Source: an optimization exercise on an open RTL-to-GDS flow (aim: small area, a short achievable clock period and few clock cycles per item). Production flows keep margins and buffers that such runs may drop.
No activity file was given, so power comes from the tool's default toggle rates.

## maple
==> flow/design.v <==
module si_step #(parameter WR = 32, WM = 32, WX = 34) (
    input  wire [WR-1:0] r,
    input  wire [WM-1:0] c,
    input  wire          da,
    input  wire          db,
    input  wire [WM-1:0] m,
    output wire [WR-1:0] rn,
    output wire [1:0]    q
);
    wire [WX-1:0] a  = {{(WX-WR-1){1'b0}}, r, da};
    wire [WX-1:0] b  = {{(WX-WM){1'b0}}, c};
    wire [WX-1:0] n1 = ~{{(WX-WM){1'b0}}, m};
    wire [WX-1:0] n2 = ~{{(WX-WM-1){1'b0}}, m, 1'b0};
    wire [WX-1:0] s1 = a ^ b ^ n1;
    wire [WX-1:0] k1 = (a & b) | (a & n1) | (b & n1);
    wire [WX-1:0] s2 = a ^ b ^ n2;
    wire [WX-1:0] k2 = (a & b) | (a & n2) | (b & n2);
    wire [WX-1:0] x  = a + b + db;
    wire [WX-1:0] y1 = s1 + {k1[WX-2:0], 1'b1} + db;    
    wire [WX-1:0] y2 = s2 + {k2[WX-2:0], 1'b1} + db;    
    assign q  = !y2[WX-1] ? 2'd2 : !y1[WX-1] ? 2'd1 : 2'd0;
    assign rn = !y2[WX-1] ? y2[WR-1:0] : !y1[WX-1] ? y1[WR-1:0] : x[WR-1:0];
endmodule
module si_step1 (
    input  wire [14:0] r,
    input  wire [15:0] c,
    input  wire        off,
    output wire [14:0] rn,
    output wire [1:0]  q
);
    wire [17:0] a  = {2'b0, r, 1'b0};
    wire [17:0] b  = {2'b0, c};
    wire [17:0] n0 = off ? ~18'd22050 : ~18'd0;
    wire [17:0] n1 = off ? ~18'd44100 : ~18'd22050;
    wire [17:0] n2 = off ? ~18'd66150 : ~18'd44100;
    wire [17:0] s0 = a ^ b ^ n0;
    wire [17:0] k0 = (a & b) | (a & n0) | (b & n0);
    wire [17:0] s1 = a ^ b ^ n1;
    wire [17:0] k1 = (a & b) | (a & n1) | (b & n1);
    wire [17:0] s2 = a ^ b ^ n2;
    wire [17:0] k2 = (a & b) | (a & n2) | (b & n2);
    wire [17:0] y0 = s0 + {k0[16:0], 1'b1};    
    wire [17:0] y1 = s1 + {k1[16:0], 1'b1};    
    wire [17:0] y2 = s2 + {k2[16:0], 1'b1};    
    assign q  = !y2[17] ? 2'd2 : !y1[17] ? 2'd1 : 2'd0;
    assign rn = !y2[17] ? y2[14:0] : !y1[17] ? y1[14:0] : y0[14:0];
endmodule
module si_fast (
    input  wire [15:0] r,
    input  wire [3:0]  v,
    output wire [15:0] rn,
    output wire        ge,
    output reg  [4:0]  q
);
    reg  [15:0] t, tf, sub;
    integer j;
    always @* begin
        t  = 16'd0;
        tf = 16'd0;
        for (j = 0; j < 16; j = j + 1)
            if (v == j) begin
                t  = j * 907;
                tf = j * 907 - 22050;
            end
        q = 5'd0;
        sub = 16'd0;
        for (j = 0; j < 128; j = j + 1)
            if (r[15:9] == j) begin
                q   = (j * 8192) / 22050;
                sub = ((j * 8192) / 22050) * 22050;
            end
    end
    wire [15:0] a  = {r[11:0], 4'd0};
    wire [15:0] n  = ~sub;
    wire [15:0] s  = a ^ t ^ n;
    wire [15:0] k  = (a & t) | (a & n) | (t & n);
    wire [15:0] d  = s + {k[14:0], 1'b1};
    wire [15:0] s1 = a ^ tf ^ n;
    wire [15:0] k1 = (a & tf) | (a & n) | (tf & n);
    wire [15:0] d1 = s1 + {k1[14:0], 1'b1};
    assign rn = d;
    assign ge = ~d1[15];
endmodule
module seq_index (
    input  wire        clk,
    input  wire        rst,
    input  wire        in_valid,
    output wire        in_ready,
    input  wire [31:0] in_block,
    input  wire [31:0] in_num,
    input  wire [31:0] in_den,
    input  wire [12:0] in_len,
    output wire        out_valid,
    input  wire        out_ready,
    output wire [11:0] out_index
);
    reg         rdy;                   
    reg         ov;                    
    reg  [11:0] oidx;
    reg         busy1;                 
    reg         fast;                  
    reg  [5:0]  pos;                   
    reg         started;               
    reg  [31:0] scan;                  
    reg  [15:0] c1, r1;                 
    wire        e = (c1 >= 16'd22050);   
    reg  [31:0] c2, r2;                
    reg  [11:0] c3, M;
    reg  [31:0] den;
    reg  [12:0] len, len3;            
    reg         t2v, t2ph, t2sw, t2fin, t2b, t2f, t2e;
    reg  [31:0] bc2;                   
    reg  [1:0]  t2d;
    reg  [4:0]  t2q;
    reg         t3v, t3ph, t3sw, t3fin, t3b;
    reg  [1:0]  t3d;
    wire stall = t3v & t3fin & ov;
    wire        ph1     = pos[5];
    wire        fa      = fast & ~ph1;                
    wire [4:0]  ppos    = pos[4:0];
    wire        z16     = (scan[31:16] == 16'd0);
    wire        z8      = (scan[31:24] == 8'd0);
    wire        can16   = ~started & z16 & (ppos <= 5'd16);
    wire        can8    = ~started & z8  & (ppos <= 5'd24);
    wire        can4    = ~started & (scan[31:28] == 4'd0) & (ppos <= 5'd28);
    wire        skip    = can16 | can8 | can4;
    wire [5:0]  inc     = can16 ? 6'd16 : can8 ? 6'd8 : (can4 | fa) ? 6'd4 : 6'd1;
    wire [5:0]  pos_n   = pos + inc;
    wire        sw1     = (pos_n[5] != pos[5]);       
    wire        fin1    = sw1 & ph1;
    wire [14:0] s1r;
    wire [15:0] f1r;
    wire        f1ge;
    wire [1:0]  s1d;
    wire [4:0]  f1q;
    si_step1 u1 (.r(r1[14:0]), .c(scan[31] ? c1 : 16'd0), .off(scan[31] & e),
                 .rn(s1r), .q(s1d));
    si_fast uf (.r(r1), .v(scan[31:28]), .rn(f1r), .ge(f1ge), .q(f1q));
    wire [15:0] r1_n = fa ? f1r : {1'b0, s1r};
    wire [31:0] s2r;
    wire [1:0]  s2d;
    si_step #(.WR(32), .WM(32), .WX(34)) u2 (
        .r(r2), .c(bc2),
        .da(t2d[1] | t2e), .db(t2d[1] | t2d[0]), .m(den),
        .rn(s2r), .q(s2d));
    wire [4:0]  acc_lo  = {1'b0, r2[3:0]} + {1'b0, t2q[4:1]};
    wire [23:0] acc_hi  = r2[27:4] + acc_lo[4];
    wire [31:0] acc     = {acc_hi, acc_lo[3:0], t2q[0], 3'd0};
    wire        t2acc   = t2f & ~t2sw;               
    wire [31:0] c2n = (t2v & t2sw & ~t2fin) ? s2r : c2;
    wire [11:0] s3r;
    si_step #(.WR(12), .WM(13), .WX(15)) u3 (
        .r(M), .c((t3b & t3ph) ? {1'b0, c3} : 13'd0),
        .da(t3d[1]), .db(t3d[1] | t3d[0]), .m(len3),
        .rn(s3r), .q());
    wire fin3    = t3v & t3fin & ~ov;           
    wire busy1_n = rdy ? in_valid : (busy1 & ~fin1);
    wire t2v_n   = busy1;
    wire t3v_n   = stall ? t3v : t2v;
    wire t3fin_n = stall ? t3fin : t2fin;
    wire ov_n    = fin3 | (ov & ~out_ready);
    wire t2fin_n = busy1 & fin1;
    wire rdy_n   = ~busy1_n &
                   ((~t2v_n & (~t3v_n | (t3fin_n & ~ov_n))) |
                    (t2v_n & t2fin_n & ~ov_n & ~(t3v_n & t3fin_n)));
    wire fast_in = (in_den[31:26] != 6'd0) |
                   ((in_num[31:24] == 8'd0) & (in_den[31:18] != 14'd0)) |
                   ((in_num[31:16] == 16'd0) & (in_den[31:10] != 22'd0));
    always @(posedge clk) begin
        if (rst) begin
            rdy   <= 1'b1;
            ov    <= 1'b0;
            busy1 <= 1'b0;
            t2v   <= 1'b0;
            t3v   <= 1'b0;
        end else begin
            rdy   <= rdy_n;
            ov    <= ov_n;
            busy1 <= busy1_n;
            t2v   <= t2v_n;
            t3v   <= t3v_n;
        end
    end
    always @(posedge clk) begin
        if (fin3) oidx <= s3r;
        if (!stall) begin
            M     <= (~t3v | t3sw) ? 12'd0 : s3r;
            t3ph  <= t2v & t2ph;
            t3sw  <= t2sw;
            t3fin <= t2fin;
            t3b   <= t2v & t2b;
            t3d   <= (t2v & ~t2acc) ? s2d : 2'd0;
        end
        if (t3v & t3sw & ~t3fin) c3 <= s3r;
        r2 <= (~t2v | t2sw) ? 32'd0 : t2acc ? acc : s2r;
        if (t2v & t2sw & ~t2fin) c2 <= s2r;
        len3  <= len;
        t2ph  <= busy1 & ph1;
        t2sw  <= busy1 & sw1;
        t2fin <= busy1 & fin1;
        t2b   <= busy1 & ~fa & scan[31];
        t2d   <= (busy1 & ~fa) ? s1d : 2'd0;
        t2f   <= busy1 & fa;
        t2q   <= (busy1 & fa) ? f1q : 5'd0;
        t2e   <= busy1 & fa & sw1 & f1ge;
        bc2   <= (busy1 & ph1 & scan[31]) ? c2n : {27'd0, (busy1 & fa) ? f1q : 5'd0};
        pos   <= pos_n;
        scan  <= sw1   ? c2 :
                 can16 ? {scan[15:0], 16'd0} :
                 can8  ? {scan[23:0], 8'd0} :
                 (can4 | fa) ? {scan[27:0], 4'd0} :
                         {scan[30:0], 1'b0};
        r1    <= sw1 ? 16'd0 : r1_n;
        if (~skip) started <= 1'b1;
        if (sw1) begin
            started <= 1'b0;
            c1      <= r1_n;
        end
        if (rdy) begin
            fast    <= fast_in;
            pos     <= 6'd0;
            started <= 1'b0;
            scan    <= in_num;
            c2      <= in_block;
            c1      <= 16'd907;
            r1      <= 16'd0;
            r2      <= 32'd0;
            den     <= in_den;
            len     <= in_len;
        end
    end
    assign in_ready  = rdy;
    assign out_valid = ov;
    assign out_index = oidx;
endmodule
clock: 16.0 ns
lec_check: 0
cap_margin: 20
core_margin: 2
core_utilization: 40
slew_margin: 20
standard.sh (not shown) runs the stock make flow with config.mk's settings and CLKGATE_MAP_FILE= SYNTH_SCRIPT=/design/flow/synth_recipe.tcl, a recipe that flattens the netlist after the stock synthesis.
==> flow/flow/run.sh <==
#!/bin/bash
set -euo pipefail
bash standard.sh SETUP_SLACK_MARGIN=11.6 finish > standard_finish.log 2>&1
maple went all the way through the flow, and no timing, DRC or antenna check failed.
### maple -> yarrow
==> flow/flow/run.sh <==
#!/bin/bash
set -euo pipefail
bash standard.sh SETUP_SLACK_MARGIN=11 finish > standard_finish.log 2>&1
Notes after the runs:
yarrow gives more relative contribution of the clock network to total power than maple did.
Diff maple..yarrow | number of sequential cells in the layout | negligible
Sort maple and yarrow by all-layer global routing usage asc -> top: yarrow
Placed cell area: yarrow vs maple down 90 sq um
Highest metal layer used by the detailed router = met4: maple; highest metal layer used by the detailed router = met5: yarrow
Clock-buffer cell count (lower): yarrow
When yarrow is measured against maple, its total via count in the routed design turns out 3.1% lower.
No functional check of the RTL was part of any run of this note.

-- afterwards: timing with drivers on the ports --
In the flow no input, the clock included, has a driving cell. The finished layouts below were timed again as built, in two steps.
Step 1, drivers: a clkbuf_16 drives clk and a buf_2 each remaining input, both assumed.
Step 2 also shifts input and output timing later by t, the mid clock arrival at the registers, as if the neighbouring blocks saw the same clock.
Three values: ideal ports, drivers, drivers and shift; two values: the first two.
| run | shift t [ns] | setup WS [ns] | worst hold slack (ns) |
|---|---|---|---|
| maple | 0.613 | 11.410 / 11.410 / 11.064 | 0.339 / 0.339 / 0.339 |
| yarrow | 0.613 | 11.115 / 11.115 / 10.622 | 0.339 / 0.339 / 0.339 |
After both steps setup and hold are still met in every run listed. The setup slack of yarrow, which loses most, moves by 0.000 ns with the drivers and by -0.493 ns with both steps.
